From an optimization exercise on the open Yosys and OpenROAD flow, aimed at small area, a short achievable clock period and few clock cycles; shortcuts taken in it are not production practice. RTL that was checked went through simulation tests only; none was proved equivalent to the original. For run 2, only the layout was checked, not whether the RTL still works. Power is estimated from default activity; no workload was simulated.

==> design/flow/design.v <==
module asmemu_cpu (
    input  wire        clk,
    input  wire        rst,
    output reg         mem_req,
    output reg         mem_we,
    output reg  [15:0] mem_addr,
    output reg  [7:0]  mem_wdata,
    input  wire        mem_ready,
    input  wire [7:0]  mem_rdata,
    output reg         out_valid,
    output reg  [7:0]  out_data,
    output wire        halted,
    output wire        faulted,
    output wire [2:0]  fault_code,
    input  wire [3:0]  dbg_sel,
    output reg  [15:0] dbg_data
);
    localparam [3:0] E_IDLE = 4'd0,    
                     E_GO   = 4'd1,    
                     E_RD0  = 4'd2,    
                     E_RD0W = 4'd3,    
                     E_RD1  = 4'd4,    
                     E_RD1W = 4'd5,    
                     E_WR0  = 4'd7,    
                     E_WR1  = 4'd8,    
                     E_MULI = 4'd9,    
                     E_DIVI = 4'd10,   
                     E_STR  = 4'd11,   
                     E_HALT = 4'd14,
                     E_FAULT= 4'd15;
    localparam [2:0] FLT_IP   = 3'd1,
                     FLT_MEM  = 3'd2,
                     FLT_DIV0 = 3'd3,
                     FLT_DOVF = 3'd4,
                     FLT_OPC  = 3'd5;
    localparam [3:0] F_N = 4'd0, F_RR = 4'd1, F_RI = 4'd2, F_RM = 4'd3,
                     F_RX = 4'd4, F_MI = 4'd5, F_XI = 4'd6, F_R = 4'd7,
                     F_M = 4'd8, F_X = 4'd9, F_J8 = 4'd10, F_J16 = 4'd11,
                     F_I8 = 4'd12, F_BAD = 4'd15;
    localparam [3:0] K_MOV = 4'd0, K_ADD = 4'd1, K_SUB = 4'd2, K_CMP = 4'd3,
                     K_AND = 4'd4, K_OR = 4'd5, K_XOR = 4'd6, K_INC = 4'd7,
                     K_DEC = 4'd8, K_NOT = 4'd9, K_MUL = 4'd10, K_DIV = 4'd11,
                     K_JCC = 4'd12, K_JMP = 4'd13, K_LOOP = 4'd14, K_SYS = 4'd15;
    localparam [1:0] QDEPTH = 2'd2;
    reg [127:0] rf;             
    reg [15:0] ip;              
    reg        cf, zf, sf;
    reg [3:0]  estate;
    reg [2:0]  fcode;
    reg [16:0] fp;              
    reg        infl;            
    reg [7:0]  q0, q1;
    reg [1:0]  qcnt;
    reg [16:0] cursor;          
    reg [2:0]  gcnt;            
    reg [2:0]  glen;            
    reg [7:0]  opc, b1, b2, b3;
    reg [3:0]  rid;             
    reg [3:0]  xid;             
    reg [17:0] ea;              
    reg [15:0] mdata;           
    reg [7:0]  wbuf;            
    reg [3:0]  icnt;            
    reg        spend;           
    assign halted     = (estate == E_HALT);
    assign faulted    = (estate == E_FAULT);
    assign fault_code = fcode;
    wire running = (estate != E_HALT) && (estate != E_FAULT);
    function automatic [3:0] op_fmt(input [7:0] o);
        reg rr, ri, rm, rx, r1, m1, x1, j8, n1;
        begin
            rr = (o == 8'h0A) | (o == 8'h10) | (o == 8'h20) | (o == 8'h22) |
                 (o == 8'h30) | (o == 8'h32) | (o == 8'h38);
            ri = (o == 8'h0B) | (o == 8'h11) | (o == 8'h21) | (o == 8'h23) |
                 (o == 8'h31) | (o == 8'h33) | (o == 8'h39);
            rm = (o == 8'h0C) | (o == 8'h24) | (o == 8'h26) | (o == 8'h34) |
                 (o == 8'h36) | (o == 8'h3A) | (o == 8'h89) | (o == 8'h8B);
            rx = (o == 8'h0D) | (o == 8'h25) | (o == 8'h27) | (o == 8'h35) |
                 (o == 8'h37) | (o == 8'h3B) | (o == 8'h88) | (o == 8'h8A);
            r1 = (o == 8'h40) | (o == 8'h41) | (o == 8'hF6) | (o == 8'hF7) | (o == 8'hF8);
            m1 = (o == 8'hA4) | (o == 8'hA6) | (o == 8'hA8) | (o == 8'hAA) | (o == 8'hAC);
            x1 = (o == 8'hA5) | (o == 8'hA7) | (o == 8'hA9) | (o == 8'hAB) | (o == 8'hAD);
            j8 = ((o[7:4] == 4'h7) && ((o[3:1] == 3'd1) || (o[3:2] == 2'd1) || (o[3:2] == 2'd3))) |
                 (o == 8'hE2);
            n1 = (o == 8'h90) | (o == 8'hC3) | (o == 8'hF4);
            if (rr)               op_fmt = F_RR;
            else if (ri)          op_fmt = F_RI;
            else if (rm)          op_fmt = F_RM;
            else if (rx)          op_fmt = F_RX;
            else if (o == 8'hC6)  op_fmt = F_MI;
            else if (o == 8'hC7)  op_fmt = F_XI;
            else if (r1)          op_fmt = F_R;
            else if (m1)          op_fmt = F_M;
            else if (x1)          op_fmt = F_X;
            else if (j8)          op_fmt = F_J8;
            else if (o == 8'hE9)  op_fmt = F_J16;
            else if (o == 8'hCD)  op_fmt = F_I8;
            else if (n1)          op_fmt = F_N;
            else                  op_fmt = F_BAD;
        end
    endfunction
    function automatic [2:0] fmt_len(input [3:0] f);
        if ((f == F_RR) || (f == F_R) || (f == F_J8) || (f == F_I8))
            fmt_len = 3'd2;
        else if ((f == F_M) || (f == F_J16))
            fmt_len = 3'd3;
        else if ((f == F_RI) || (f == F_RM) || (f == F_MI) || (f == F_X))
            fmt_len = 3'd4;
        else if ((f == F_RX) || (f == F_XI))
            fmt_len = 3'd5;
        else
            fmt_len = 3'd1;
    endfunction
    function automatic [3:0] op_kind(input [7:0] o);
        begin
            if (o[7:2] == 6'b000010)                                 op_kind = K_OR;    
            else if (o[7:2] == 6'b000011)                            op_kind = K_OR;    
            else if ((o[7:1] == 7'b0001000) || (o[7:2] == 6'b100010) ||
                     (o[7:1] == 7'b1100011))                         op_kind = K_MOV;   
            else if (o[7:4] == 4'h2)                                 op_kind = o[1] ? K_AND : K_ADD;
            else if ((o[7:4] == 4'h3) && o[3])                       op_kind = K_CMP;
            else if (o[7:4] == 4'h3)                                 op_kind = o[1] ? K_XOR : K_SUB;
            else if ((o == 8'h40) || (o[7:1] == 7'b1010010))         op_kind = K_INC;   
            else if ((o == 8'h41) || (o[7:1] == 7'b1010011))         op_kind = K_DEC;   
            else if ((o == 8'hF8) || (o[7:1] == 7'b1010100))         op_kind = K_NOT;   
            else if ((o == 8'hF6) || (o[7:1] == 7'b1010101))         op_kind = K_MUL;   
            else if ((o == 8'hF7) || (o[7:1] == 7'b1010110))         op_kind = K_DIV;   
            else if (o[7:4] == 4'h7)                                 op_kind = K_JCC;
            else if (o == 8'hE9)                                     op_kind = K_JMP;
            else if (o == 8'hE2)                                     op_kind = K_LOOP;
            else                                                     op_kind = K_SYS;
        end
    endfunction
    reg  [3:0] fmt;             
    reg  [3:0] kind;            
    reg        d_store;         
    reg        d_hlt;
    wire       is_mem  = (fmt == F_RM) || (fmt == F_RX) || (fmt == F_MI) ||
                         (fmt == F_XI) || (fmt == F_M)  || (fmt == F_X);
    wire       regop   = (fmt == F_RR) || (fmt == F_RI) || (fmt == F_RM) ||
                         (fmt == F_RX) || (fmt == F_R);
    wire       w16     = regop & rid[3];
    wire       mem_two = ((fmt == F_RM) || (fmt == F_RX)) && rid[3];
    wire       rmw     = ((fmt == F_M) || (fmt == F_X)) &&
                         ((kind == K_INC) || (kind == K_DEC) || (kind == K_NOT));
    reg        badid;
    always @* begin
        case (fmt)
            F_RI, F_RM, F_R, F_XI, F_X: badid = (b1[7:4] != 4'd0);
            F_RX:                       badid = (b1[7:4] != 4'd0) || (b2[7:4] != 4'd0);
            default:                    badid = 1'b0;
        endcase
    end
    wire       oob     = ea[16] || (mem_two && (ea[15:0] == 16'hFFFF));
    wire       at_end  = cursor[16];
    wire       next_bad = ea[17] || ea[16];
    function automatic [15:0] rsel(input [2:0] n, input [127:0] r);
        case (n)
            3'd0: rsel = r[15:0];
            3'd1: rsel = r[31:16];
            3'd2: rsel = r[47:32];
            3'd3: rsel = r[63:48];
            3'd4: rsel = r[79:64];
            3'd5: rsel = r[95:80];
            3'd6: rsel = r[111:96];
            default: rsel = r[127:112];
        endcase
    endfunction
    function automatic [15:0] rread(input [3:0] id, input [127:0] r);
        reg [15:0] w;
        begin
            w = rsel(id[3] ? id[2:0] : {1'b0, id[1:0]}, r);
            if (id[3])
                rread = w;
            else
                rread = id[2] ? {8'd0, w[15:8]} : {8'd0, w[7:0]};
        end
    endfunction
    wire [15:0] r_ax = rf[15:0];
    wire [15:0] r_cx = rf[31:16];
    wire [15:0] r_dx = rf[47:32];
    wire [15:0] xr = rread(rid, rf);
    wire [15:0] xi = rread(xid, rf);
    wire [15:0] xs = xi;
    wire        alu_mem = (estate == E_RD0W) || (estate == E_RD1W);
    wire [15:0] mop     = mem_two ? {mem_rdata, mdata[7:0]} : {8'd0, mem_rdata};
    wire        alu_rmw = rmw;
    wire        aw16    = w16 && !alu_rmw;
    wire [15:0] amask   = aw16 ? 16'hFFFF : 16'h00FF;
    wire [15:0] a_val   = (alu_rmw ? {8'd0, mem_rdata} : xr) & amask;
    reg  [15:0] b_src;
    always @* begin
        if ((kind == K_INC) || (kind == K_DEC))
            b_src = 16'd1;
        else if (alu_mem)
            b_src = mop;
        else if (fmt == F_RR)
            b_src = xs;
        else
            b_src = {b3, b2};
    end
    wire [15:0] b_val  = b_src & amask;
    wire        a_sub  = (kind == K_SUB) || (kind == K_CMP) || (kind == K_DEC);
    wire [16:0] a_sum  = {1'b0, a_val} + ({1'b0, b_val} ^ {17{a_sub}}) + {16'd0, a_sub};
    reg  [15:0] alu_r;
    always @* begin
        case (kind)
            K_MOV:   alu_r = b_val;
            K_AND:   alu_r = a_val & b_val;
            K_OR:    alu_r = a_val | b_val;
            K_XOR:   alu_r = a_val ^ b_val;
            K_NOT:   alu_r = ~a_val;
            default: alu_r = a_sum[15:0];
        endcase
    end
    wire [15:0] alu_res = alu_r & amask;
    wire        alu_logic = (kind == K_AND) || (kind == K_OR) || (kind == K_XOR);
    wire        alu_cf  = !alu_logic && (aw16 ? a_sum[16] : a_sum[8]);
    wire        alu_zf  = (alu_res == 16'd0);
    wire        alu_sf  = aw16 ? alu_res[15] : alu_res[7];
    wire        alu_flags = (kind != K_MOV) && (kind != K_NOT);
    wire        alu_wreg  = (kind != K_CMP);
    wire [15:0] md_h   = w16 ? r_dx : {8'd0, r_ax[15:8]};
    wire        md_l0  = r_ax[0];
    wire        md_div = (kind == K_DIV);
    wire        dq_top = w16 ? r_ax[15] : r_ax[7];
    wire [16:0] md_a   = md_div ? {md_h, dq_top} : {1'b0, md_h};
    wire [16:0] md_b   = md_div ? ~{1'b0, mdata} : (md_l0 ? {1'b0, mdata} : 17'd0);
    wire [16:0] md_s   = md_a + md_b + {16'd0, md_div};
    wire [16:0] mul_s  = md_s;
    reg  [15:0] mul_ax, mul_dx;
    always @* begin
        if (w16) begin
            mul_dx = mul_s[16:1];
            mul_ax = {mul_s[0], r_ax[15:1]};
        end else begin
            mul_dx = r_dx;
            mul_ax = {mul_s[8:1], mul_s[0], r_ax[7:1]};
        end
    end
    wire mul_cf = w16 ? (mul_dx != 16'd0) : (mul_ax[15:8] != 8'd0);
    wire mul_zf = w16 ? (mul_ax == 16'd0) : (mul_ax[7:0] == 8'd0);
    wire mul_sf = w16 ? mul_ax[15] : mul_ax[7];
    wire [16:0] div_t  = md_s;
    wire        div_take = !div_t[16];
    wire [15:0] div_r  = div_take ? div_t[15:0] : {md_h[14:0], dq_top};
    reg  [15:0] div_ax, div_dx;
    always @* begin
        if (w16) begin
            div_dx = div_r;
            div_ax = {r_ax[14:0], div_take};
        end else begin
            div_dx = r_dx;
            div_ax = {div_r[7:0], r_ax[6:0], div_take};
        end
    end
    reg jcc_take;
    always @* begin
        case (opc[3:0])
            4'h4:    jcc_take = zf;
            4'h5:    jcc_take = !zf;
            4'hC:    jcc_take = sf;
            4'hE:    jcc_take = zf || sf;
            4'hF:    jcc_take = !zf && !sf;
            4'hD:    jcc_take = !sf;
            4'h2:    jcc_take = cf;
            4'h3:    jcc_take = !cf;
            4'h6:    jcc_take = cf || zf;
            default: jcc_take = !cf && !zf;    
        endcase
    end
    wire j_take = (kind == K_JMP) || ((kind == K_JCC) && jcc_take) ||
                  ((kind == K_LOOP) && (r_cx != 16'd1));
    wire is_jump = (fmt == F_J8) || (fmt == F_J16);
    wire go_fault_pre = (fmt == F_BAD) || badid || (is_mem && oob);
    wire [15:0] st_data = (fmt == F_MI || fmt == F_XI) ? {8'd0, b3} : xr;
    wire        wr_hit = (ea[15:3] == cursor[15:3]) || (ea[15:3] == fp[15:3]);
    reg        e_bus;       
    reg        e_req;
    reg        e_we;
    reg [7:0]  e_wd;
    always @* begin
        e_bus = 1'b0;
        e_req = 1'b0;
        e_we  = 1'b0;
        e_wd  = 8'd0;
        case (estate)
            E_GO: if (is_mem) begin
                e_bus = 1'b1;
                if (d_store) begin
                    e_req = !go_fault_pre && !at_end;
                    e_we  = 1'b1;
                    e_wd  = st_data[7:0];
                end else begin
                    e_req = 1'b1;
                end
            end
            E_RD0: begin e_bus = 1'b1; e_req = 1'b1; end
            E_RD0W: if (mem_two) begin e_bus = 1'b1; e_req = 1'b1; end
            E_RD1: begin e_bus = 1'b1; e_req = 1'b1; end
            E_WR0: begin
                e_bus = 1'b1; e_req = 1'b1; e_we = 1'b1;
                e_wd  = rmw ? wbuf : st_data[7:0];
            end
            E_WR1: begin
                e_bus = 1'b1; e_req = 1'b1; e_we = 1'b1;
                e_wd  = st_data[15:8];
            end
            E_STR: begin e_bus = 1'b1; e_req = !ea[16]; end
            default: ;
        endcase
    end
    wire e_acc = e_req && mem_ready;
    wire redir = (estate == E_GO) && is_jump && j_take && !next_bad;
    wire [1:0]  qocc   = qcnt + {1'b0, infl};
    wire        f_req  = running && !e_bus &&
                         (redir || (!fp[16] && (qocc < QDEPTH)));
    wire        f_acc  = f_req && mem_ready;
    wire [15:0] maddr  = (e_bus || redir) ? ea[15:0] : fp[15:0];
    wire [16:0] minc   = {1'b0, maddr} + 17'd1;
    always @* begin
        mem_req   = e_req || f_req;
        mem_we    = e_we;
        mem_addr  = maddr;
        mem_wdata = e_wd;
    end
    wire        hv = (qcnt != 2'd0) || infl;
    wire [7:0]  hb = (qcnt != 2'd0) ? q0 : mem_rdata;
    wire [2:0]  hlen = fmt_len(op_fmt(hb));
    wire        g_last = (gcnt == 3'd0) ? (hlen == 3'd1) : (gcnt + 3'd1 == glen);
    reg e_final;
    always @* begin
        e_final = 1'b0;
        case (estate)
            E_IDLE: e_final = 1'b1;
            E_GO: begin
                if (go_fault_pre || at_end)
                    e_final = 1'b0;
                else if (is_mem)
                    e_final = d_store && !mem_two && mem_ready && !wr_hit;
                else if (is_jump)
                    e_final = !j_take;
                else if (fmt == F_N)
                    e_final = !d_hlt;
                else if (fmt == F_I8)
                    e_final = !((b1 == 8'h21) && (r_ax[15:8] == 8'h09));
                else
                    e_final = !((kind == K_MUL) || (kind == K_DIV));
            end
            E_RD0W: e_final = !mem_two && !rmw && (kind != K_MUL) && (kind != K_DIV);
            E_RD1W: e_final = 1'b1;
            E_WR0:  e_final = !mem_two && mem_ready && !wr_hit;
            E_WR1:  e_final = mem_ready && !wr_hit;
            E_STR:  e_final = spend && (mem_rdata == 8'h24);
            default: e_final = 1'b0;
        endcase
    end
    wire g_fault = (estate == E_IDLE) && (gcnt != 3'd0) && cursor[16];
    wire g_take  = hv && e_final && running;
    wire        g_jmp  = (fmt == F_J8) || (fmt == F_J16);
    wire        g_idx  = (fmt == F_RX) || (fmt == F_X) || (fmt == F_XI);
    wire [15:0] g_xi   = g_idx ? xi : 16'd0;
    wire [7:0]  lo_a   = (fmt == F_J16) ? b1 : hb;
    wire [7:0]  lo_b   = g_jmp ? cursor[7:0] : g_xi[7:0];
    wire [8:0]  ea_lo  = {1'b0, lo_a} + {1'b0, lo_b} + {8'd0, g_jmp};
    wire [9:0]  hi_a   = g_jmp ? {1'b0, cursor[16:8]} : {2'b00, hb};
    wire [9:0]  hi_b   = g_jmp ? ((fmt == F_J16) ? {{2{hb[7]}}, hb} : {10{hb[7]}})
                               : {2'b00, g_xi[15:8]};
    wire        hi_c   = g_jmp ? ea_lo[8] : ea[8];
    wire [9:0]  ea_hi  = hi_a + hi_b + {9'd0, hi_c};
    always @* begin
        case (dbg_sel)
            4'd0, 4'd1, 4'd2, 4'd3, 4'd4, 4'd5, 4'd6, 4'd7:
                     dbg_data = rsel(dbg_sel[2:0], rf);
            4'd8:    dbg_data = ip;
            4'd9:    dbg_data = {13'd0, sf, zf, cf};
            default: dbg_data = 16'd0;
        endcase
    end
    reg        outv;
    reg [7:0]  outd;
    always @* begin
        out_valid = outv;
        out_data  = outd;
    end
    reg        rw_en;
    reg [3:0]  rw_id;
    reg [15:0] rw_val;
    reg        md_en;
    reg [15:0] md_ax, md_dx;
    task automatic write_id(input [3:0] id, input [15:0] v);
        begin
            rw_en  = 1'b1;
            rw_id  = id;
            rw_val = v;
        end
    endtask
    reg        flush;
    reg [16:0] flush_to;
    integer i;
    always @(posedge clk) begin
        rw_en  = 1'b0;
        rw_id  = 4'd0;
        rw_val = 16'd0;
        md_en  = 1'b0;
        md_ax  = 16'd0;
        md_dx  = 16'd0;
        if (rst) begin
            rf <= {48'd0, 16'hFFFE, 64'd0};
            ip     <= 16'h0100;
            cursor <= 17'h00100;
            fp     <= 17'h00100;
            infl   <= 1'b0;
            qcnt   <= 3'd0;
            gcnt   <= 3'd0;
            cf     <= 1'b0;
            zf     <= 1'b0;
            sf     <= 1'b0;
            fcode  <= 3'd0;
            estate <= E_IDLE;
            outv   <= 1'b0;
            spend  <= 1'b0;
        end else begin
            outv  <= 1'b0;
            flush = 1'b0;
            flush_to = cursor;
            case (estate)
                E_IDLE: begin
                    if (g_fault) begin
                        fcode  <= FLT_IP;
                        estate <= E_FAULT;
                    end
                end
                E_GO: begin
                    if (fmt == F_BAD || badid) begin
                        fcode  <= FLT_OPC;
                        estate <= E_FAULT;
                    end else if (is_mem && oob) begin
                        fcode  <= FLT_MEM;
                        estate <= E_FAULT;
                    end else if (at_end && (kind != K_DIV) && !is_jump) begin
                        fcode  <= FLT_IP;
                        estate <= E_FAULT;
                    end else if (is_mem) begin
                        if (d_store) begin
                            if (mem_ready) begin
                                if (mem_two) begin
                                    ea[15:0] <= minc[15:0];
                                    estate   <= E_WR1;
                                end else begin
                                    estate <= E_IDLE;
                                end
                                if (wr_hit) begin
                                    flush = 1'b1;
                                    estate <= mem_two ? E_WR1 : E_IDLE;
                                end
                            end else begin
                                estate <= E_WR0;
                            end
                        end else begin
                            if (mem_ready) begin
                                if (mem_two) ea[15:0] <= minc[15:0];
                                estate <= E_RD0W;
                            end else begin
                                estate <= E_RD0;
                            end
                        end
                    end else if (is_jump) begin
                        if (j_take && next_bad) begin
                            fcode  <= FLT_IP;
                            estate <= E_FAULT;
                        end else if (!j_take && at_end) begin
                            fcode  <= FLT_IP;
                            estate <= E_FAULT;
                        end else begin
                            if (kind == K_LOOP)
                                write_id(4'd9, r_cx - 16'd1);
                            if (j_take) begin
                                flush    = 1'b1;
                                flush_to = ea[16:0];
                            end
                            estate <= E_IDLE;
                        end
                    end else if (fmt == F_N) begin
                        if (d_hlt) begin
                            ip     <= cursor[15:0];
                            estate <= E_HALT;
                        end else
                            estate <= E_IDLE;
                    end else if (fmt == F_I8) begin
                        estate <= E_IDLE;
                        if (b1 == 8'h21 && r_ax[15:8] == 8'h02) begin
                            outv <= 1'b1;
                            outd <= r_dx[7:0];
                        end else if (b1 == 8'h21 && r_ax[15:8] == 8'h09) begin
                            ea     <= {2'b00, r_dx};
                            spend  <= 1'b0;
                            estate <= E_STR;
                        end
                    end else if (kind == K_MUL) begin
                        mdata <= xr;
                        write_id(w16 ? 4'd10 : 4'd4, 16'd0);
                        icnt   <= w16 ? 4'd15 : 4'd7;
                        estate <= E_MULI;
                    end else if (kind == K_DIV) begin
                        if (xr == 16'd0) begin
                            fcode  <= FLT_DIV0;
                            ip     <= cursor[15:0];
                            estate <= E_FAULT;
                        end else if (md_h >= xr) begin
                            fcode  <= FLT_DOVF;
                            ip     <= cursor[15:0];
                            estate <= E_FAULT;
                        end else if (at_end) begin
                            fcode  <= FLT_IP;
                            estate <= E_FAULT;
                        end else begin
                            mdata  <= xr;
                            icnt   <= w16 ? 4'd15 : 4'd7;
                            estate <= E_DIVI;
                        end
                    end else begin
                        if (alu_flags) begin
                            cf <= alu_cf;
                            zf <= alu_zf;
                            sf <= alu_sf;
                        end
                        if (alu_wreg)
                            write_id(rid, alu_res);
                        estate <= E_IDLE;
                    end
                end
                E_RD0: begin
                    if (mem_ready) begin
                        if (mem_two) ea[15:0] <= minc[15:0];
                        estate <= E_RD0W;
                    end
                end
                E_RD0W: begin
                    mdata <= {8'd0, mem_rdata};
                    if (mem_two) begin
                        estate <= mem_ready ? E_RD1W : E_RD1;
                    end else if (kind == K_MUL) begin
                        write_id(4'd4, 16'd0);
                        icnt   <= 4'd7;
                        estate <= E_MULI;
                    end else if (kind == K_DIV) begin
                        if (mem_rdata == 8'd0) begin
                            fcode  <= FLT_DIV0;
                            ip     <= cursor[15:0];
                            estate <= E_FAULT;
                        end else if (r_ax[15:8] >= mem_rdata) begin
                            fcode  <= FLT_DOVF;
                            ip     <= cursor[15:0];
                            estate <= E_FAULT;
                        end else if (at_end) begin
                            fcode  <= FLT_IP;
                            estate <= E_FAULT;
                        end else begin
                            icnt   <= 4'd7;
                            estate <= E_DIVI;
                        end
                    end else begin
                        if (alu_flags) begin
                            cf <= alu_cf;
                            zf <= alu_zf;
                            sf <= alu_sf;
                        end
                        if (rmw) begin
                            wbuf   <= alu_res[7:0];
                            estate <= E_WR0;
                        end else begin
                            if (alu_wreg)
                                write_id(rid, alu_res);
                            estate <= E_IDLE;
                        end
                    end
                end
                E_RD1: begin
                    if (mem_ready)
                        estate <= E_RD1W;
                end
                E_RD1W: begin
                    if (alu_flags) begin
                        cf <= alu_cf;
                        zf <= alu_zf;
                        sf <= alu_sf;
                    end
                    if (alu_wreg)
                        write_id(rid, alu_res);
                    estate <= E_IDLE;
                end
                E_WR0: begin
                    if (mem_ready) begin
                        if (mem_two) begin
                            ea[15:0] <= minc[15:0];
                            estate   <= E_WR1;
                        end else
                            estate <= E_IDLE;
                        if (wr_hit) flush = 1'b1;
                    end
                end
                E_WR1: begin
                    if (mem_ready) begin
                        estate <= E_IDLE;
                        if (wr_hit) flush = 1'b1;
                    end
                end
                E_MULI: begin
                    md_en = 1'b1;
                    md_ax = mul_ax;
                    md_dx = mul_dx;
                    icnt    <= icnt - 4'd1;
                    if (icnt == 4'd0) begin
                        cf <= mul_cf;
                        zf <= mul_zf;
                        sf <= mul_sf;
                        estate <= E_IDLE;
                    end
                end
                E_DIVI: begin
                    md_en = 1'b1;
                    md_ax = div_ax;
                    md_dx = div_dx;
                    icnt    <= icnt - 4'd1;
                    if (icnt == 4'd0)
                        estate <= E_IDLE;
                end
                E_STR: begin
                    if (spend) begin
                        if (mem_rdata == 8'h24) begin
                            estate <= E_IDLE;
                        end else begin
                            outv <= 1'b1;
                            outd <= mem_rdata;
                        end
                    end
                    if (!(spend && mem_rdata == 8'h24)) begin
                        if (e_acc) begin
                            ea[16:0] <= minc;
                            spend    <= 1'b1;
                        end else begin
                            spend <= 1'b0;
                            if (ea[16] && !spend) begin
                                fcode  <= FLT_MEM;
                                estate <= E_FAULT;
                            end
                        end
                    end
                end
                default: ;    
            endcase
            if (g_take) begin
                cursor <= cursor + 17'd1;
                if (gcnt == 3'd0) begin
                    opc  <= hb;
                    fmt  <= op_fmt(hb);
                    kind <= op_kind(hb);
                    d_store <= (hb == 8'h88) || (hb == 8'h89) || (hb == 8'hC6) || (hb == 8'hC7);
                    d_hlt   <= (hb == 8'hF4);
                    glen <= hlen;
                    ip   <= cursor[15:0];
                end else begin
                    case (gcnt)
                        3'd1: b1 <= hb;
                        3'd2: b2 <= hb;
                        default: b3 <= hb;
                    endcase
                    if (gcnt == 3'd1) begin
                        rid <= (fmt == F_RR) ? hb[7:4] : hb[3:0];
                        xid <= hb[3:0];
                    end
                    if (gcnt == 3'd2 && fmt == F_RX)
                        xid <= hb[3:0];
                    case (fmt)
                        F_M, F_MI: begin
                            if (gcnt == 3'd1) ea[8:0]  <= ea_lo;
                            if (gcnt == 3'd2) ea[17:8] <= ea_hi;
                        end
                        F_RM, F_X, F_XI: begin
                            if (gcnt == 3'd2) ea[8:0]  <= ea_lo;
                            if (gcnt == 3'd3) ea[17:8] <= ea_hi;
                        end
                        F_RX: begin
                            if (gcnt == 3'd3) ea[8:0]  <= ea_lo;
                            if (gcnt == 3'd4) ea[17:8] <= ea_hi;
                        end
                        F_J8: ea <= {ea_hi, ea_lo[7:0]};
                        F_J16: if (gcnt == 3'd2) ea <= {ea_hi, ea_lo[7:0]};
                        default: ;
                    endcase
                end
                if (g_last) begin
                    gcnt   <= 3'd0;
                    estate <= E_GO;
                end else begin
                    gcnt <= gcnt + 3'd1;
                end
            end
            if (flush) begin
                qcnt   <= 2'd0;
                cursor <= flush_to;
                infl   <= f_acc;
                fp     <= f_acc ? minc : flush_to;
            end else begin
                if (g_take && qcnt != 2'd0)
                    q0 <= q1;
                if (infl && !(g_take && qcnt == 2'd0)) begin
                    if (qcnt - {1'b0, g_take} == 2'd0)
                        q0 <= mem_rdata;
                    else
                        q1 <= mem_rdata;
                end
                qcnt <= qcnt - {1'b0, g_take && qcnt != 2'd0}
                             + {1'b0, infl && !(g_take && qcnt == 2'd0)};
                infl <= f_acc;
                if (f_acc) fp <= minc;
            end
            for (i = 0; i < 8; i = i + 1) begin
                if (rw_en && (rw_id[3] ? (rw_id[2:0] == i) : (!rw_id[2] && rw_id[1:0] == i)))
                    rf[i*16 +: 8] <= rw_val[7:0];
                if (rw_en && (rw_id[3] ? (rw_id[2:0] == i) : (rw_id[2] && rw_id[1:0] == i)))
                    rf[i*16+8 +: 8] <= rw_id[3] ? rw_val[15:8] : rw_val[7:0];
            end
            if (md_en) begin
                rf[15:0]  <= md_ax;
                rf[47:32] <= md_dx;
            end
        end
    end
endmodule
==> design/flow/run.sh <==
#!/bin/bash
# synth_recipe.tcl (not shown) runs the flow's synth.tcl, then flattens the netlist and writes it again
# the make line also repeats each setting of config.mk as NAME=value (left out here)
make -C /OpenROAD-flow-scripts/flow DESIGN_CONFIG=/design/flow/config.mk WORK_HOME=/design/flow/orfs CLKGATE_MAP_FILE= SYNTH_SCRIPT=/design/flow/synth_recipe.tcl finish
==> design/flow/config.mk <==
export PLATFORM = sky130hd
export DESIGN_NAME = asmemu_cpu
export DESIGN_NICKNAME = asmemu_cpu
export VERILOG_FILES = /design/flow/design.v
export SDC_FILE = /design/flow/constraint.sdc
export NUM_CORES = 4
export LEC_CHECK = 0
export CAP_MARGIN = 20
export CORE_MARGIN = 2
export CORE_UTILIZATION = 30
export PLACE_DENSITY = 0.5
export SLEW_MARGIN = 20
==> design/flow/constraint.sdc <==
create_clock -name core_clock -period 14.0 [get_ports {clk}]
set_input_delay 2.8000 -clock core_clock [delete_from_list [all_inputs] [get_ports {clk}]]
set_output_delay 2.8000 -clock core_clock [all_outputs]
set_load 0.01 [all_outputs]
==> flow_summary_export.csv, run 1 <==
group,metric,value,unit
critical_path,cp_cell_sequence,"clkdlybuf4s50_1, buf_4, inv_1, nor2_1, nand2_1, o21ai_0, o21ai_0, o21ai_0, a22o_1, clkdlybuf4s50_1",
cells_and_area,multi_input_area,19700,um2
critical_path,crit_buf_inv,4,
logic_synthesis,yosysWarningCount,1,
power_and_ir_drop,leakagePower,0.0122,uW
power_and_ir_drop,finalPower,5230,uW
critical_path,arrival,5.38,ns
drt,wl_per_cell,29.7,um
critical_path,start_kind,"primary input",
logic_synthesis,yosysTopAreaCellShare,13.6,%
critical_path,reg2regPathDepth,21,
cells_and_area,fin_area,32300,um2
floorplan,dieArea,98500,um2
drt,viasPerCell,6.23,
critical_path,startpoint,"dbg_sel[0]",
cts,clock-sinks,315,
logic_synthesis,synthArstFlopShare,0,%
timing,relSlewSlack,18.8,%
critical_path,critPathKind,"primary input to primary output",
logic_synthesis,synth_common_cells,"nand2_1, nor2_1, o21ai_0, a21oi_1, clkbuf_1",
critical_path,reg2reg_setup_slack,6.46,ns
logic_synthesis,synth_mux_area_share,7.10,%
cells_and_area,utilization,34.0,%
critical_path,crit_family,"buffers and inverters",
global_route,overflow,0,
floorplan,coreArea,95200,um2
drt,ant_nets,0,
timing,final-max-slew-violation-count,0,
critical_path,crit_cells,10,
logic_synthesis,synth-edff-count,119,
logic_synthesis,synthSimpleGateAreaFrac,22.2,%
floorplan,ioPinCount,71,
hold_path,hold_path_class,"flip-flop to flip-flop",
cts,cts_tree,"built",
cts,post_cts_buffers,0,
timing,max_slew.worst_pin.slew,1.22,ns
critical_path,crit_top_cell,"o21ai_0",
drt,wl_met3,16900,um
global_route,antenna_found_initial,2,
drt,routed-wl-met2,60900,um
placed_design,port_buffers,70,
logic_synthesis,synth_cell_type_count,119,
cts,post_cts_resized,0,
logic_synthesis,synthFlopType,"dfxtp_1",
cts,ctsHoldBuffers,0,
floorplan,die_y,314,um
logic_synthesis,syn-cell-area,28800,um2
placed_design,routabilityCongestion,1.02,
cells_and_area,nets,3865,
critical_path,r2r_end,"rf[46]",
critical_path,required,11.20,ns
drt,dr.pass1.iters,7,
drt,drt-total-wl,149000,um
cts,clk_path_buf_depth,3,
timing,rsz0062_at_grt,"false",
flow_run,maxCapViolCount,0,
drt,via_count,31300,
critical_path,slowest_delay,0.53,ns
cts,cts-buffers-inserted,41,
power_and_ir_drop,powerDensity,162,nW/um2
drt,wl_met1,63200,um
global_route,grt_max_degree,65,
power_and_ir_drop,sequentialPowerShare,25.4,%
status,status,"complete, no violations",
logic_synthesis,synth_top_family_by_area,"compound AO/OA/AOI/OAI gates",
critical_path,worstPathMaxFanout,37,
cts,h-tree-depth,2,
placed_design,dpl.hpwl,113000,um
floorplan,initial_utilization,30.3,%
critical_path,crit_path_end,"dbg_data[6]",
logic_synthesis,syn_inst,3789,
drt,drc,0,
logic_synthesis,synth_compound_area_share,29.4,%
timing,fin_crit_sh,58.4,%
floorplan,die_w,314,um
power_and_ir_drop,sw_frac_of_total,47.6,%
logic_synthesis,synthAdderAreaFrac,5.52,%
power_and_ir_drop,clockPowerShare,22.4,%
power_and_ir_drop,switching_power,2490,uW
cts,clock_latency,0.61,ns
global_route,grtUsageTotal,29.5,%
cells_and_area,regArea,7500,um2
logic_synthesis,synthTopCellsByArea,"dfxtp_1, edfxtp_1, nand2_1",
cells_and_area,syn2layout_area_growth,12.2,%
logic_synthesis,synth_seq_area_share,26.0,%
cells_and_area,nFillCells,10100,
cells_and_area,layout-drive-gt1-share,9.44,%
logic_synthesis,synth.avg_cell_area,7.60,um2
critical_path,r2r-start,"xid[3]",
power_and_ir_drop,combPwrFrac,52.2,%
logic_synthesis,yosysMostFrequentCell,"nand2_1",
critical_path,end_kind,"primary output",
power_and_ir_drop,ir_drop,0.0815,mV
power_and_ir_drop,p_int,2740,uW
drt,drtIter0Drc,4477,
timing,max_freq,0.122,GHz
hold_path,min_from,"rf[70]",
floorplan,num_rows,113,
timing,fin_crit,8.18,ns
timing,setup_viol,0,
logic_synthesis,yosys.area.top_type,"dfxtp_1",
logic_synthesis,synth-xor-area-share,3.73,%
placed_design,place_area,30800,um2
drt,routed.top_layer,"met5",
critical_path,cpMaxStageDelayCell,"clkdlybuf4s50_1",
global_route,grt_pass1_wl,214000,um
cts,clk_pin_slew_worst_paths,0.07,ns
timing,final.setup.tns,0,ns
global_route,grt_pass1_vias,28400,
logic_synthesis,syn_nets,3926,
timing,hold_viol,0,
logic_synthesis,synth_seq_cells,315,
timing,skew,0.0294,ns
cts,cts_root_buf,"clkbuf_16",
-- kinds of logic after synthesis --
kind of cell | count (synthesis)
AND/OR/NAND/NOR | 1364
AO/OA/AOI/OAI | 1257
buffers and inverters | 428
flip-flops | 315
multiplexers | 180
adder cells (fa/ha/maj) | 123
XOR/XNOR | 122
-- registers in the layout, summed over array words and instances (netlist names), 8 cells and up --
register	count
ea	18
ip	16
outd	8
b1	8
b2	8
fp	17
rf	128
cursor	17
q1	8
b3	8
mdata	16
q0	8
wbuf	8
-- worst min-delay path by stage --
stage / cells after the start / slack (ns) / endpoint
2_1_floorplan: 1 / 0.44 / ip[0]
3_3_place_gp: 2 / 0.52 / rf[70]
3_5_place_dp: 2 / 0.52 / rf[70]
4_1_cts: 2 / 0.54 / rf[71]
5_1_grt: 2 / 0.57 / rf[76]
6_report: 2 / 0.54 / rf[70]
-- layout by cell type, fill, tap and decap left out, drive strengths merged, types with 33 or more instances in the layout --
cell             n
nor3            90
edfxtp         119
a31oi           58
clkdlybuf4s50   67
a21oi          279
xnor2           65
and2            37
a22oi           42
nand3           78
clkbuf          55
mux2            36
ha             115
nand2b          53
a22o            35
a211oi         108
nor2b           33
o221ai          36
inv            144
nor2           432
o21ai          309
nand2          443
buf            117
xor2            57
dfxtp          196
mux2i          128
o211ai          48
-- cell type report --
type,instances,area share (%)
diodes,1,0.00774
clock buffers,55,3.95
clock inverters,20,0.607
inverters,140,1.63
multi-input cells,3046,61.0
flip-flops and latches,315,23.2
well taps,1265,4.89
repair buffers,184,4.78
-- power groups by stage --
stage / registers [uW] / clock network (uW) / logic, uW
after global routing: 1330 / 1210 / 2950
final: 1330 / 1170 / 2730
after detailed placement: 1330 / 0 / 2650
after floorplan: 1200 / 0 / 1800
after global placement: 1340 / 0 / 2640
after CTS: 1310 / 1180 / 2660
-- through the flow --
| step | hold slack (ns) | std cells | setup slack, ns |
|---|---|---|---|
| CTS | 0.543 | 5023 | 5.81 |
| finish | 0.545 | 5026 | 5.82 |
| global placement | 0.525 | 4947 | 5.75 |
| floorplan | 0.441 | 3789 | 6.37 |
| global route | 0.575 | 5025 | 5.62 |
| detailed placement | 0.519 | 4948 | 5.77 |
-- metal layers --
layer / track usage [%] / up-vias
met1: 41.5 / 15100
li1: - / 13900
met4: 14.2 / 4
met5: 0 / -
met3: 6.99 / 346
met2: 42.0 / 1981
-- worst reg2reg max path: cells and delay by family (launching register included) --
kind	cells	cell delay, ns
AND/OR/NAND/NOR	5	1.32
XOR/XNOR	2	0.27
multiplexers	2	1.39
flip-flops	1	0.36
buffers and inverters	1	0.44
adder cells (fa/ha/maj)	1	0.41
AO/OA/AOI/OAI	10	3.25
Testbench counts, summed over its fixed seeds: cycles 124,661.
==> run 2: changes to the inputs <==
--- a/design/flow/design.v
+++ b/design/flow/design.v
@@ -43,7 +43,6 @@
                      K_JCC = 4'd12, K_JMP = 4'd13, K_LOOP = 4'd14, K_SYS = 4'd15;
     localparam [1:0] QDEPTH = 2'd2;
     reg [127:0] rf;             
-    reg [15:0] ip;              
     reg        cf, zf, sf;
     reg [3:0]  estate;
     reg [2:0]  fcode;
@@ -53,8 +52,9 @@
     reg [1:0]  qcnt;
     reg [16:0] cursor;          
     reg [2:0]  gcnt;            
-    reg [2:0]  glen;            
-    reg [7:0]  opc, b1, b2, b3;
+    reg [15:0] ip;              
+    reg [3:0]  jcond;           
+    reg        bad;             
     reg [3:0]  rid;             
     reg [3:0]  xid;             
     reg [17:0] ea;              
@@ -139,18 +139,11 @@
                          (fmt == F_XI) || (fmt == F_M)  || (fmt == F_X);
     wire       regop   = (fmt == F_RR) || (fmt == F_RI) || (fmt == F_RM) ||
                          (fmt == F_RX) || (fmt == F_R);
-    wire       w16     = regop & rid[3];
+    wire       w16     = (regop || (kind == K_LOOP)) && rid[3];
     wire       mem_two = ((fmt == F_RM) || (fmt == F_RX)) && rid[3];
     wire       rmw     = ((fmt == F_M) || (fmt == F_X)) &&
                          ((kind == K_INC) || (kind == K_DEC) || (kind == K_NOT));
-    reg        badid;
-    always @* begin
-        case (fmt)
-            F_RI, F_RM, F_R, F_XI, F_X: badid = (b1[7:4] != 4'd0);
-            F_RX:                       badid = (b1[7:4] != 4'd0) || (b2[7:4] != 4'd0);
-            default:                    badid = 1'b0;
-        endcase
-    end
+    wire       badid   = bad;
     wire       oob     = ea[16] || (mem_two && (ea[15:0] == 16'hFFFF));
     wire       at_end  = cursor[16];
     wire       next_bad = ea[17] || ea[16];
@@ -190,17 +183,18 @@
     wire [15:0] a_val   = (alu_rmw ? {8'd0, mem_rdata} : xr) & amask;
     reg  [15:0] b_src;
     always @* begin
-        if ((kind == K_INC) || (kind == K_DEC))
+        if ((kind == K_INC) || (kind == K_DEC) || (kind == K_LOOP))
             b_src = 16'd1;
         else if (alu_mem)
             b_src = mop;
         else if (fmt == F_RR)
             b_src = xs;
         else
-            b_src = {b3, b2};
+            b_src = mdata;
     end
     wire [15:0] b_val  = b_src & amask;
-    wire        a_sub  = (kind == K_SUB) || (kind == K_CMP) || (kind == K_DEC);
+    wire        a_sub  = (kind == K_SUB) || (kind == K_CMP) || (kind == K_DEC) ||
+                         (kind == K_LOOP);
     wire [16:0] a_sum  = {1'b0, a_val} + ({1'b0, b_val} ^ {17{a_sub}}) + {16'd0, a_sub};
     reg  [15:0] alu_r;
     always @* begin
@@ -256,7 +250,7 @@
     end
     reg jcc_take;
     always @* begin
-        case (opc[3:0])
+        case (jcond)
             4'h4:    jcc_take = zf;
             4'h5:    jcc_take = !zf;
             4'hC:    jcc_take = sf;
@@ -273,7 +267,7 @@
                   ((kind == K_LOOP) && (r_cx != 16'd1));
     wire is_jump = (fmt == F_J8) || (fmt == F_J16);
     wire go_fault_pre = (fmt == F_BAD) || badid || (is_mem && oob);
-    wire [15:0] st_data = (fmt == F_MI || fmt == F_XI) ? {8'd0, b3} : xr;
+    wire [15:0] st_data = (fmt == F_MI || fmt == F_XI) ? {8'd0, mdata[15:8]} : xr;
     wire        wr_hit = (ea[15:3] == cursor[15:3]) || (ea[15:3] == fp[15:3]);
     reg        e_bus;       
     reg        e_req;
@@ -327,6 +321,7 @@
     wire        hv = (qcnt != 2'd0) || infl;
     wire [7:0]  hb = (qcnt != 2'd0) ? q0 : mem_rdata;
     wire [2:0]  hlen = fmt_len(op_fmt(hb));
+    wire [2:0]  glen = fmt_len(fmt);
     wire        g_last = (gcnt == 3'd0) ? (hlen == 3'd1) : (gcnt + 3'd1 == glen);
     reg e_final;
     always @* begin
@@ -343,7 +338,7 @@
                 else if (fmt == F_N)
                     e_final = !d_hlt;
                 else if (fmt == F_I8)
-                    e_final = !((b1 == 8'h21) && (r_ax[15:8] == 8'h09));
+                    e_final = !((mdata[15:8] == 8'h21) && (r_ax[15:8] == 8'h09));
                 else
                     e_final = !((kind == K_MUL) || (kind == K_DIV));
             end
@@ -360,7 +355,7 @@
     wire        g_jmp  = (fmt == F_J8) || (fmt == F_J16);
     wire        g_idx  = (fmt == F_RX) || (fmt == F_X) || (fmt == F_XI);
     wire [15:0] g_xi   = g_idx ? xi : 16'd0;
-    wire [7:0]  lo_a   = (fmt == F_J16) ? b1 : hb;
+    wire [7:0]  lo_a   = (fmt == F_J16) ? mdata[15:8] : hb;
     wire [7:0]  lo_b   = g_jmp ? cursor[7:0] : g_xi[7:0];
     wire [8:0]  ea_lo  = {1'b0, lo_a} + {1'b0, lo_b} + {8'd0, g_jmp};
     wire [9:0]  hi_a   = g_jmp ? {1'b0, cursor[16:8]} : {2'b00, hb};
@@ -378,10 +373,9 @@
         endcase
     end
     reg        outv;
-    reg [7:0]  outd;
     always @* begin
         out_valid = outv;
-        out_data  = outd;
+        out_data  = wbuf;
     end
     reg        rw_en;
     reg [3:0]  rw_id;
@@ -397,6 +391,7 @@
     endtask
     reg        flush;
     reg [16:0] flush_to;
+    reg        flt_a;           
     integer i;
     always @(posedge clk) begin
         rw_en  = 1'b0;
@@ -407,7 +402,6 @@
         md_dx  = 16'd0;
         if (rst) begin
             rf <= {48'd0, 16'hFFFE, 64'd0};
-            ip     <= 16'h0100;
             cursor <= 17'h00100;
             fp     <= 17'h00100;
             infl   <= 1'b0;
@@ -424,22 +418,27 @@
             outv  <= 1'b0;
             flush = 1'b0;
             flush_to = cursor;
+            flt_a = 1'b0;
             case (estate)
                 E_IDLE: begin
                     if (g_fault) begin
                         fcode  <= FLT_IP;
+                        flt_a = 1'b1;
                         estate <= E_FAULT;
                     end
                 end
                 E_GO: begin
                     if (fmt == F_BAD || badid) begin
                         fcode  <= FLT_OPC;
+                        flt_a = 1'b1;
                         estate <= E_FAULT;
                     end else if (is_mem && oob) begin
                         fcode  <= FLT_MEM;
+                        flt_a = 1'b1;
                         estate <= E_FAULT;
                     end else if (at_end && (kind != K_DIV) && !is_jump) begin
                         fcode  <= FLT_IP;
+                        flt_a = 1'b1;
                         estate <= E_FAULT;
                     end else if (is_mem) begin
                         if (d_store) begin
@@ -468,13 +467,15 @@
                     end else if (is_jump) begin
                         if (j_take && next_bad) begin
                             fcode  <= FLT_IP;
+                        flt_a = 1'b1;
                             estate <= E_FAULT;
                         end else if (!j_take && at_end) begin
                             fcode  <= FLT_IP;
+                        flt_a = 1'b1;
                             estate <= E_FAULT;
                         end else begin
                             if (kind == K_LOOP)
-                                write_id(4'd9, r_cx - 16'd1);
+                                write_id(4'd9, alu_res);
                             if (j_take) begin
                                 flush    = 1'b1;
                                 flush_to = ea[16:0];
@@ -489,10 +490,10 @@
                             estate <= E_IDLE;
                     end else if (fmt == F_I8) begin
                         estate <= E_IDLE;
-                        if (b1 == 8'h21 && r_ax[15:8] == 8'h02) begin
+                        if (mdata[15:8] == 8'h21 && r_ax[15:8] == 8'h02) begin
                             outv <= 1'b1;
-                            outd <= r_dx[7:0];
-                        end else if (b1 == 8'h21 && r_ax[15:8] == 8'h09) begin
+                            wbuf <= r_dx[7:0];
+                        end else if (mdata[15:8] == 8'h21 && r_ax[15:8] == 8'h09) begin
                             ea     <= {2'b00, r_dx};
                             spend  <= 1'b0;
                             estate <= E_STR;
@@ -513,6 +514,7 @@
                             estate <= E_FAULT;
                         end else if (at_end) begin
                             fcode  <= FLT_IP;
+                        flt_a = 1'b1;
                             estate <= E_FAULT;
                         end else begin
                             mdata  <= xr;
@@ -555,6 +557,7 @@
                             estate <= E_FAULT;
                         end else if (at_end) begin
                             fcode  <= FLT_IP;
+                        flt_a = 1'b1;
                             estate <= E_FAULT;
                         end else begin
                             icnt   <= 4'd7;
@@ -632,7 +635,7 @@
                             estate <= E_IDLE;
                         end else begin
                             outv <= 1'b1;
-                            outd <= mem_rdata;
+                            wbuf <= mem_rdata;
                         end
                     end
                     if (!(spend && mem_rdata == 8'h24)) begin
@@ -643,6 +646,7 @@
                             spend <= 1'b0;
                             if (ea[16] && !spend) begin
                                 fcode  <= FLT_MEM;
+                        flt_a = 1'b1;
                                 estate <= E_FAULT;
                             end
                         end
@@ -653,21 +657,22 @@
             if (g_take) begin
                 cursor <= cursor + 17'd1;
                 if (gcnt == 3'd0) begin
-                    opc  <= hb;
+                    jcond <= hb[3:0];
+                    ip    <= cursor[15:0];
+                    bad   <= 1'b0;
                     fmt  <= op_fmt(hb);
                     kind <= op_kind(hb);
                     d_store <= (hb == 8'h88) || (hb == 8'h89) || (hb == 8'hC6) || (hb == 8'hC7);
                     d_hlt   <= (hb == 8'hF4);
-                    glen <= hlen;
-                    ip   <= cursor[15:0];
                 end else begin
-                    case (gcnt)
-                        3'd1: b1 <= hb;
-                        3'd2: b2 <= hb;
-                        default: b3 <= hb;
-                    endcase
+                    mdata <= {hb, mdata[15:8]};
+                    if (gcnt == 3'd1)
+                        bad <= ((fmt == F_RI) || (fmt == F_RM) || (fmt == F_RX) || (fmt == F_R) ||
+                                (fmt == F_X) || (fmt == F_XI)) && (hb[7:4] != 4'd0);
+                    else if (gcnt == 3'd2 && fmt == F_RX && hb[7:4] != 4'd0)
+                        bad <= 1'b1;
                     if (gcnt == 3'd1) begin
-                        rid <= (fmt == F_RR) ? hb[7:4] : hb[3:0];
+                        rid <= (fmt == F_RR) ? hb[7:4] : (kind == K_LOOP) ? 4'd9 : hb[3:0];
                         xid <= hb[3:0];
                     end
                     if (gcnt == 3'd2 && fmt == F_RX)
==> design/flow/flow/run.sh (new file) <==
#!/bin/bash
set -euo pipefail
bash standard.sh SETUP_SLACK_MARGIN=7 finish > standard_flow.log 2>&1
==> design/flow/standard.sh (new file) <==
#!/bin/bash
# synth_recipe.tcl (not shown) runs the flow's synth.tcl, then flattens the netlist and writes it again
# the make line also repeats each setting of config.mk as NAME=value (left out here)
make -C /OpenROAD-flow-scripts/flow DESIGN_CONFIG=/design/flow/config.mk WORK_HOME=/design/flow/orfs CLKGATE_MAP_FILE= SYNTH_SCRIPT=/design/flow/synth_recipe.tcl "${@:-finish}"
removed: design/flow/run.sh
==> run 2 against run 1 <==
Still clean on timing, DRC and antenna. Clock skew is 0.0088 ns lower. Power is 8.5% higher. Combinational power is 21% higher. Count of clock-buffer cells in the layout is 9 lower. Clock power is 9% lower. Sequential power is 3% lower. Via count hardly changed. Die area is 2.7% lower. Register-to-register slack better by 0.73 ns. First-iteration DRC count hardly changed. Fmax is 16% higher. Critical endpoint is now dbg_data[3].
==> flow_summary_export.csv, run 2 <==
group,metric,value,unit
critical_path,crit_path_end,"dbg_data[3]",
critical_path,start_kind,"primary input",
cells_and_area,top_register,"rf",
floorplan,dieArea,95800,um2
timing,skew,0.0207,ns
logic_synthesis,synth_cell_type_count,116,
critical_path,arrival,4.25,ns
cells_and_area,syn2layout_area_growth,16.0,%
timing,final.setup.tns,0,ns
drt,dr.pass1.iters,7,
critical_path,startpoint,"dbg_sel[0]",
cells_and_area,final_common_cell,"nor2_1",
power_and_ir_drop,clockPowerShare,18.9,%
power_and_ir_drop,ir_drop,0.0888,mV
logic_synthesis,yosys.area.top_type,"dfxtp_1",
power_and_ir_drop,p_int,2900,uW
logic_synthesis,syn_nets,3767,
logic_synthesis,synthTopCellsByArea,"dfxtp_1, edfxtp_1, mux2i_1",
cts,clk_path_buf_depth,3,
power_and_ir_drop,leakagePower,0.0130,uW
global_route,grtUsageTotal,30.3,%
logic_synthesis,synthFlopType,"dfxtp_1",
power_and_ir_drop,combPwrFrac,58.3,%
logic_synthesis,synth_seq_area_share,23.7,%
floorplan,die_y,310,um
power_and_ir_drop,powerDensity,175,nW/um2
critical_path,critPathKind,"primary input to primary output",
cts,cts-buffers-inserted,36,
cts,cts_root_buf,"clkbuf_16",
timing,max_slew.worst_pin.slew,1.15,ns
cells_and_area,utilization,35.0,%
cells_and_area,nets,3773,
drt,wl_per_cell,30.4,um
cts,h-tree-depth,2,
logic_synthesis,synth_seq_cells,281,
cells_and_area,mostFrequentLayoutCells,"nor2_1, nand2_1, o21ai_0, mux2i_1, a21oi_1",
drt,drt-total-wl,150000,um
drt,viasPerCell,6.35,
cells_and_area,largest_reg_flops,128,
cts,cts_tree,"built",
floorplan,die_w,310,um
logic_synthesis,synth_common_cells,"nor2_1, nand2_1, o21ai_0, a21oi_1, mux2i_1",
logic_synthesis,yosysWarningCount,1,
timing,fin_crit_sh,50.4,%
logic_synthesis,synth.avg_cell_area,7.71,um2
global_route,grt_max_degree,60,
timing,fin_crit,7.05,ns
logic_synthesis,yosysTopAreaCellShare,12.9,%
placed_design,place_area,30000,um2
timing,max_freq,0.142,GHz
floorplan,num_rows,112,
timing,hold_slack,0.548,ns
timing,final-max-slew-violation-count,0,
cts,ctsHoldBuffers,0,
logic_synthesis,synthArstFlopShare,0,%
floorplan,ioPinCount,71,
global_route,overflow,0,
critical_path,reg2reg_setup_slack,7.19,ns
cells_and_area,layout-drive-gt1-share,14.5,%
critical_path,end_kind,"primary output",
critical_path,worstPathMaxFanout,7,
cts,clock_latency,0.60,ns
global_route,grt_pass1_vias,28500,
power_and_ir_drop,sw_frac_of_total,49.0,%
cells_and_area,finalNonFillerCells,4929,
timing,hold_viol,0,
power_and_ir_drop,sequentialPowerShare,22.8,%
global_route,grt_pass1_wl,213000,um
drt,drtIter0Drc,4480,
global_route,antenna_found_initial,9,
critical_path,required,11.20,ns
timing,relSlewSlack,22.3,%
drt,ant_nets,0,
drt,drc,0,
placed_design,routabilityCongestion,1.02,
placed_design,port_buffers,70,
logic_synthesis,synth-edff-count,101,
placed_design,dpl.hpwl,111000,um
timing,rsz0062_at_grt,"true",
logic_synthesis,syn-cell-area,28000,um2
logic_synthesis,yosysMostFrequentCell,"nor2_1",
status,status,"complete, no violations",
cells_and_area,top_regs,"rf: 128 flops, ea: 18 flops",
drt,via_count,31300,
timing,setup_viol,0,
hold_path,hold_path_class,"flip-flop to flip-flop",
critical_path,r2r-start,"xid[1]",
cells_and_area,fin_area,32500,um2
floorplan,coreArea,92900,um2
flow_run,maxCapViolCount,0,
cts,clk_pin_slew_worst_paths,0.06,ns
critical_path,r2r_end,"rf[15]",
cells_and_area,nFillCells,9786,
power_and_ir_drop,switching_power,2780,uW
critical_path,reg2regPathDepth,21,
placed_design,dp.cells,4780,
logic_synthesis,syn_inst,3632,
floorplan,initial_utilization,30.1,%
cts,clock-sinks,281,
## run 2: per-layer routing
layer | GRT usage [%] | routed length, um
met2 | 45.2 | 63300
met1 | 39.7 | 60400
met5 | 0 | 49
met3 | 7.59 | 16100
met4 | 17.4 | 9940
## run 2: what timing repair did
item,4_1_cts,5_1_grt
setup endpoints to repair,78,104
gates resized for setup,146,74
buffers inserted,39,29
pin swaps,23,38
gates cloned,4,0
## run 2: worst min-delay path by stage
stage | from | end | slack [ns] | cells past startpoint
2_1_floorplan | rf[126] | rf[126] | 0.46 | 2
3_3_place_gp | rf[73] | rf[73] | 0.52 | 2
3_5_place_dp | rf[73] | rf[73] | 0.51 | 2
4_1_cts | rf[73] | rf[73] | 0.53 | 2
5_1_grt | rf[73] | rf[73] | 0.57 | 2
6_report | rf[73] | rf[73] | 0.55 | 2
## run 2: logic make-up (layout without fill, tap and decap cells)
group	after synthesis	after routing	synth area share [%]
and+or+nand+nor	1272	1272	21.4
AOI/OAI and AO/OA	1104	1104	26.8
buffers and inverters	419	453	6.14
muxes	318	318	12.8
DFF	281	281	23.7
adders and majority gates	120	120	5.55
xor gates and xnor gates	118	118	3.69
other	0	9	0
## run 2: metrics by stage
stage / worst slack (ns) / total power, uW
floorplan: 6.91 / 3240
global placement: 5.81 / 4350
detailed placement: 5.77 / 4350
CTS: 6.82 / 5500
global route: 6.93 / 5920
finish: 6.95 / 5680
## run 2: layout make-up
class,count,area (um2),area share [%]
multi-input combinational,2932,20200,62.1
sequential,281,6640,20.4
timing repair buffer,259,2270,6.97
tap,1254,1570,4.83
clock buffer,46,1000,3.08
inverter,128,485,1.49
clock inverter,20,322,0.989
antenna,9,22.5,0.0693
## run 2: power by group through the flow
stage	logic, uW	registers (uW)	clock network [uW]
final	3310	1290	1070
after global routing	3510	1300	1110
after CTS	3130	1290	1080
after detailed placement	3050	1300	0
after global placement	3040	1310	0
after floorplan	2120	1120	0
## run 2: critical path, stage by stage
cell	delay (ns)
buf_12	0.12
buf_12	0.14
buf_4	0.13
mux2i_2	0.23
nor2_1	0.06
a21oi_1	0.13
o221ai_1	0.16
a22o_1	0.20
dlygate4sd2_1	0.28
==> run 3: changes to the inputs <==
--- a/design/flow/design.v
+++ b/design/flow/design.v
@@ -26,6 +26,8 @@
                      E_MULI = 4'd9,    
                      E_DIVI = 4'd10,   
                      E_STR  = 4'd11,   
+                     E_DCHK = 4'd12,   
+                     E_RR2  = 4'd13,   
                      E_HALT = 4'd14,
                      E_FAULT= 4'd15;
     localparam [2:0] FLT_IP   = 3'd1,
@@ -172,9 +174,9 @@
     wire [15:0] r_ax = rf[15:0];
     wire [15:0] r_cx = rf[31:16];
     wire [15:0] r_dx = rf[47:32];
-    wire [15:0] xr = rread(rid, rf);
-    wire [15:0] xi = rread(xid, rf);
-    wire [15:0] xs = xi;
+    wire        p_xid = (gcnt != 3'd0) || ((estate == E_GO) && (fmt == F_RR));
+    wire [15:0] xr = rread(p_xid ? xid : rid, rf);
+    wire [15:0] xi = xr;
     wire        alu_mem = (estate == E_RD0W) || (estate == E_RD1W);
     wire [15:0] mop     = mem_two ? {mem_rdata, mdata[7:0]} : {8'd0, mem_rdata};
     wire        alu_rmw = rmw;
@@ -187,8 +189,6 @@
             b_src = 16'd1;
         else if (alu_mem)
             b_src = mop;
-        else if (fmt == F_RR)
-            b_src = xs;
         else
             b_src = mdata;
     end
@@ -218,7 +218,7 @@
     wire        md_l0  = r_ax[0];
     wire        md_div = (kind == K_DIV);
     wire        dq_top = w16 ? r_ax[15] : r_ax[7];
-    wire [16:0] md_a   = md_div ? {md_h, dq_top} : {1'b0, md_h};
+    wire [16:0] md_a   = (md_div && (estate == E_DIVI)) ? {md_h, dq_top} : {1'b0, md_h};
     wire [16:0] md_b   = md_div ? ~{1'b0, mdata} : (md_l0 ? {1'b0, mdata} : 17'd0);
     wire [16:0] md_s   = md_a + md_b + {16'd0, md_div};
     wire [16:0] mul_s  = md_s;
@@ -340,10 +340,11 @@
                 else if (fmt == F_I8)
                     e_final = !((mdata[15:8] == 8'h21) && (r_ax[15:8] == 8'h09));
                 else
-                    e_final = !((kind == K_MUL) || (kind == K_DIV));
+                    e_final = !((kind == K_MUL) || (kind == K_DIV) || (fmt == F_RR));
             end
             E_RD0W: e_final = !mem_two && !rmw && (kind != K_MUL) && (kind != K_DIV);
             E_RD1W: e_final = 1'b1;
+            E_RR2:  e_final = 1'b1;
             E_WR0:  e_final = !mem_two && mem_ready && !wr_hit;
             E_WR1:  e_final = mem_ready && !wr_hit;
             E_STR:  e_final = spend && (mem_rdata == 8'h24);
@@ -391,7 +392,6 @@
     endtask
     reg        flush;
     reg [16:0] flush_to;
-    reg        flt_a;           
     integer i;
     always @(posedge clk) begin
         rw_en  = 1'b0;
@@ -418,27 +418,22 @@
             outv  <= 1'b0;
             flush = 1'b0;
             flush_to = cursor;
-            flt_a = 1'b0;
             case (estate)
                 E_IDLE: begin
                     if (g_fault) begin
                         fcode  <= FLT_IP;
-                        flt_a = 1'b1;
                         estate <= E_FAULT;
                     end
                 end
                 E_GO: begin
                     if (fmt == F_BAD || badid) begin
                         fcode  <= FLT_OPC;
-                        flt_a = 1'b1;
                         estate <= E_FAULT;
                     end else if (is_mem && oob) begin
                         fcode  <= FLT_MEM;
-                        flt_a = 1'b1;
                         estate <= E_FAULT;
                     end else if (at_end && (kind != K_DIV) && !is_jump) begin
                         fcode  <= FLT_IP;
-                        flt_a = 1'b1;
                         estate <= E_FAULT;
                     end else if (is_mem) begin
                         if (d_store) begin
@@ -467,11 +462,9 @@
                     end else if (is_jump) begin
                         if (j_take && next_bad) begin
                             fcode  <= FLT_IP;
-                        flt_a = 1'b1;
                             estate <= E_FAULT;
                         end else if (!j_take && at_end) begin
                             fcode  <= FLT_IP;
-                        flt_a = 1'b1;
                             estate <= E_FAULT;
                         end else begin
                             if (kind == K_LOOP)
@@ -504,23 +497,11 @@
                         icnt   <= w16 ? 4'd15 : 4'd7;
                         estate <= E_MULI;
                     end else if (kind == K_DIV) begin
-                        if (xr == 16'd0) begin
-                            fcode  <= FLT_DIV0;
-                            ip     <= cursor[15:0];
-                            estate <= E_FAULT;
-                        end else if (md_h >= xr) begin
-                            fcode  <= FLT_DOVF;
-                            ip     <= cursor[15:0];
-                            estate <= E_FAULT;
-                        end else if (at_end) begin
-                            fcode  <= FLT_IP;
-                        flt_a = 1'b1;
-                            estate <= E_FAULT;
-                        end else begin
-                            mdata  <= xr;
-                            icnt   <= w16 ? 4'd15 : 4'd7;
-                            estate <= E_DIVI;
-                        end
+                        mdata  <= xr;
+                        estate <= E_DCHK;
+                    end else if (fmt == F_RR) begin
+                        mdata  <= xr;
+                        estate <= E_RR2;
                     end else begin
                         if (alu_flags) begin
                             cf <= alu_cf;
@@ -532,6 +513,16 @@
                         estate <= E_IDLE;
                     end
                 end
+                E_RR2: begin
+                    if (alu_flags) begin
+                        cf <= alu_cf;
+                        zf <= alu_zf;
+                        sf <= alu_sf;
+                    end
+                    if (alu_wreg)
+                        write_id(rid, alu_res);
+                    estate <= E_IDLE;
+                end
                 E_RD0: begin
                     if (mem_ready) begin
                         if (mem_two) ea[15:0] <= minc[15:0];
@@ -547,22 +538,7 @@
                         icnt   <= 4'd7;
                         estate <= E_MULI;
                     end else if (kind == K_DIV) begin
-                        if (mem_rdata == 8'd0) begin
-                            fcode  <= FLT_DIV0;
-                            ip     <= cursor[15:0];
-                            estate <= E_FAULT;
-                        end else if (r_ax[15:8] >= mem_rdata) begin
-                            fcode  <= FLT_DOVF;
-                            ip     <= cursor[15:0];
-                            estate <= E_FAULT;
-                        end else if (at_end) begin
-                            fcode  <= FLT_IP;
-                        flt_a = 1'b1;
-                            estate <= E_FAULT;
-                        end else begin
-                            icnt   <= 4'd7;
-                            estate <= E_DIVI;
-                        end
+                        estate <= E_DCHK;
                     end else begin
                         if (alu_flags) begin
                             cf <= alu_cf;
@@ -579,6 +555,23 @@
                         end
                     end
                 end
+                E_DCHK: begin
+                    if (mdata == 16'd0) begin
+                        fcode  <= FLT_DIV0;
+                        ip     <= cursor[15:0];
+                        estate <= E_FAULT;
+                    end else if (!md_s[16]) begin
+                        fcode  <= FLT_DOVF;
+                        ip     <= cursor[15:0];
+                        estate <= E_FAULT;
+                    end else if (at_end) begin
+                        fcode  <= FLT_IP;
+                        estate <= E_FAULT;
+                    end else begin
+                        icnt   <= w16 ? 4'd15 : 4'd7;
+                        estate <= E_DIVI;
+                    end
+                end
                 E_RD1: begin
                     if (mem_ready)
                         estate <= E_RD1W;
@@ -646,7 +639,6 @@
                             spend <= 1'b0;
                             if (ea[16] && !spend) begin
                                 fcode  <= FLT_MEM;
-                        flt_a = 1'b1;
                                 estate <= E_FAULT;
                             end
                         end
==> run 3 against run 2 <==
Still clean on timing, DRC and antenna. Core utilization is 1.4 points higher. Die area is 8.3% lower. Global-route usage is 1.7 points lower. First-iteration DRC count is 11% lower. Wire length is 13% lower. Largest power group unchanged.
==> flow_summary_export.csv, run 3 <==
group,metric,value,unit
critical_path,crit_buf_inv,4,
logic_synthesis,synthAdderAreaFrac,4.88,%
hold_path,min_path_cells,2,
critical_path,reg2regPathDepth,36,
cells_and_area,nets,3560,
timing,rsz0062_at_grt,"true",
logic_synthesis,syn_nets,3501,
drt,ant_nets,0,
drt,viasPerCell,6.10,
floorplan,initial_utilization,30.2,%
logic_synthesis,synth-edff-count,101,
hold_path,worst_hold_path.endpoint,"gcnt[1]",
timing,skew,0.0304,ns
logic_synthesis,yosysTopAreaCellShare,14.0,%
floorplan,num_rows,107,
timing,relSlewSlack,24.1,%
status,status,"complete, no violations",
cts,clk_pin_slew_worst_paths,0.05,ns
logic_synthesis,synth_top_family_by_area,"compound AO/OA/AOI/OAI gates",
placed_design,dpl.hpwl,91500,um
drt,via_count,28200,
logic_synthesis,synthArstFlopShare,0,%
cells_and_area,final_common_cell,"nor2_1",
logic_synthesis,synth_compound_area_share,26.8,%
critical_path,worstPathMaxFanout,6,
timing,max_slew.worst_pin.slew,1.13,ns
logic_synthesis,yosys.area.top_type,"dfxtp_1",
global_route,grt_max_degree,66,
flow_run,maxCapViolCount,0,
timing,worst_slack,6.91,ns
timing,fin_crit_sh,50.6,%
logic_synthesis,synth_mux_area_share,11.0,%
cts,clk_path_buf_depth,3,
logic_synthesis,syn_inst,3390,
floorplan,die_w,297,um
cts,cts_tree,"built",
critical_path,slowest_delay,0.59,ns
logic_synthesis,synth-xor-area-share,3.65,%
cells_and_area,largest_reg_flops,128,
critical_path,arrival,4.29,ns
logic_synthesis,synthTopCellsByArea,"dfxtp_1, edfxtp_1, mux2i_1",
hold_path,min_from,"gcnt[1]",
drt,wl_per_cell,28.2,um
logic_synthesis,synthFlopType,"dfxtp_1",
placed_design,place_ws,5.52,ns
cells_and_area,top_register,"rf",
logic_synthesis,syn-cell-area,25700,um2
drt,drc,0,
floorplan,coreArea,85000,um2
drt,dr.pass1.iters,6,
logic_synthesis,synthSimpleGateAreaFrac,21.9,%
logic_synthesis,synth_seq_cells,281,
placed_design,port_buffers,70,
cells_and_area,layout-drive-gt1-share,16.6,%
global_route,antenna_found_initial,8,
critical_path,end_kind,"primary output",
logic_synthesis,synth_common_cells,"nor2_1, nand2_1, a21oi_1, o21ai_0, clkbuf_1",
cts,h-tree-depth,2,
critical_path,crit_top_cell,"buf_12",
power_and_ir_drop,ir_drop,0.107,mV
hold_path,hold_path_class,"flip-flop to flip-flop",
critical_path,crit_family,"compound AO/OA/AOI/OAI gates",
global_route,grt_pass1_vias,26000,
cells_and_area,mostFrequentLayoutCells,"nor2_1, nand2_1, a21oi_1, o21ai_0, dfxtp_1",
power_and_ir_drop,powerDensity,179,nW/um2
timing,max_freq,0.141,GHz
critical_path,cp_cell_sequence,"buf_12, or4b_4, o21ai_4, buf_12, mux2i_4, mux2_4, a222oi_1, buf_4, or2b_4, nand3_2, o21ai_2, nor2_1, a21oi_2, o221ai_2, buf_2",
timing,hold_viol,0,
critical_path,r2r-start,"fmt[2]",
critical_path,start_kind,"flip-flop",
global_route,grt_pass1_wl,185000,um
[run 3: cell types whose count changed after synthesis, sizes merged, moves of 20 or more]
cell    change
a211oi     +28
a21oi      +31
buf        -43
clkbuf     +26
ha         -24
mux2i      -44
nand4      -20
nor2       +42
o221ai     -33
[run 3: area by class of cell]
cell class,instances,area (um2)
fillers,8990,54100
repair buffers,289,2660
well taps,1144,1430
multi-input cells,2728,18400
diodes,3,7.51
flip-flops and latches,281,6640
clock buffers,45,1020
clock inverters,25,280
inverters,111,422
[run 3: cells by family (layout without fill, tap and decap cells)]
group / count (synthesis) / count (layout)
and+or+nand+nor: 1217 / 1217
adders and majority gates: 96 / 96
AOI/OAI and AO/OA: 1048 / 1051
xor gates and xnor gates: 107 / 107
buffers and inverters: 385 / 470
other: 0 / 3
muxes: 256 / 257
DFF: 281 / 281
[run 3: worst max-delay path by stage]
stage,from,to,slack (ns),cells after the start
2_1_floorplan,dbg_sel[2],dbg_data[14],7.00,6
3_3_place_gp,dbg_sel[3],dbg_data[3],5.52,5
3_5_place_dp,dbg_sel[3],dbg_data[3],5.52,5
4_1_cts,fmt[3],mem_wdata[5],6.86,18
5_1_grt,fmt[2],ea[17],6.80,38
6_report,fmt[2],mem_wdata[5],6.91,15
[run 3: metrics by stage]
stage | hold WS [ns] | instance area (um2) | total power [uW] | std cells
global route | 0.518 | 30900 | 5760 | 4624
CTS | 0.498 | 30100 | 5330 | 4578
floorplan | 0.458 | 25800 | 3070 | 3390
global placement | 0.479 | 27700 | 4120 | 4442
detailed placement | 0.486 | 27700 | 4120 | 4442
finish | 0.495 | 30900 | 5520 | 4626
[run 3: worst reg2reg max path, delay by kind of cell, from the launching register on]
family / cells / cell delay (ns)
AO/OA/AOI/OAI: 18 / 2.81
buffers and inverters: 9 / 1.40
AND/OR/NAND/NOR: 5 / 1.10
adder cells (fa/ha/maj): 3 / 0.74
flip-flops: 1 / 0.44
XOR/XNOR: 1 / 0.16
[run 3: metal layers]
metal	GRT usage [%]	wire (um)
met1	37.4	53000
met4	15.9	8350
met2	43.2	55600
met5	0.443	144
met3	7.03	13500
[run 3: report_power, final]
group          internal (uW)  switching, uW
clock network            617            431
logic                   1230           2050
registers               1010            186
total                   2850           2670
[run 3: repair_timing]
item,CTS,global route
pin swaps,32,47
cloned,7,6
setup endpoints to repair,123,130
gates resized for setup,206,101
buffers inserted,59,38
Testbench counts of run 3, summed over its fixed seeds: cycles 127,332.

Check on run 3: ideal ports give 6.910 ns setup slack; a clkbuf_16 on the clock port and buf_2 on the inputs give 6.839 ns; moving port delays by the midpoint clock arrival (0.651 ns) as well gives 6.525 ns.
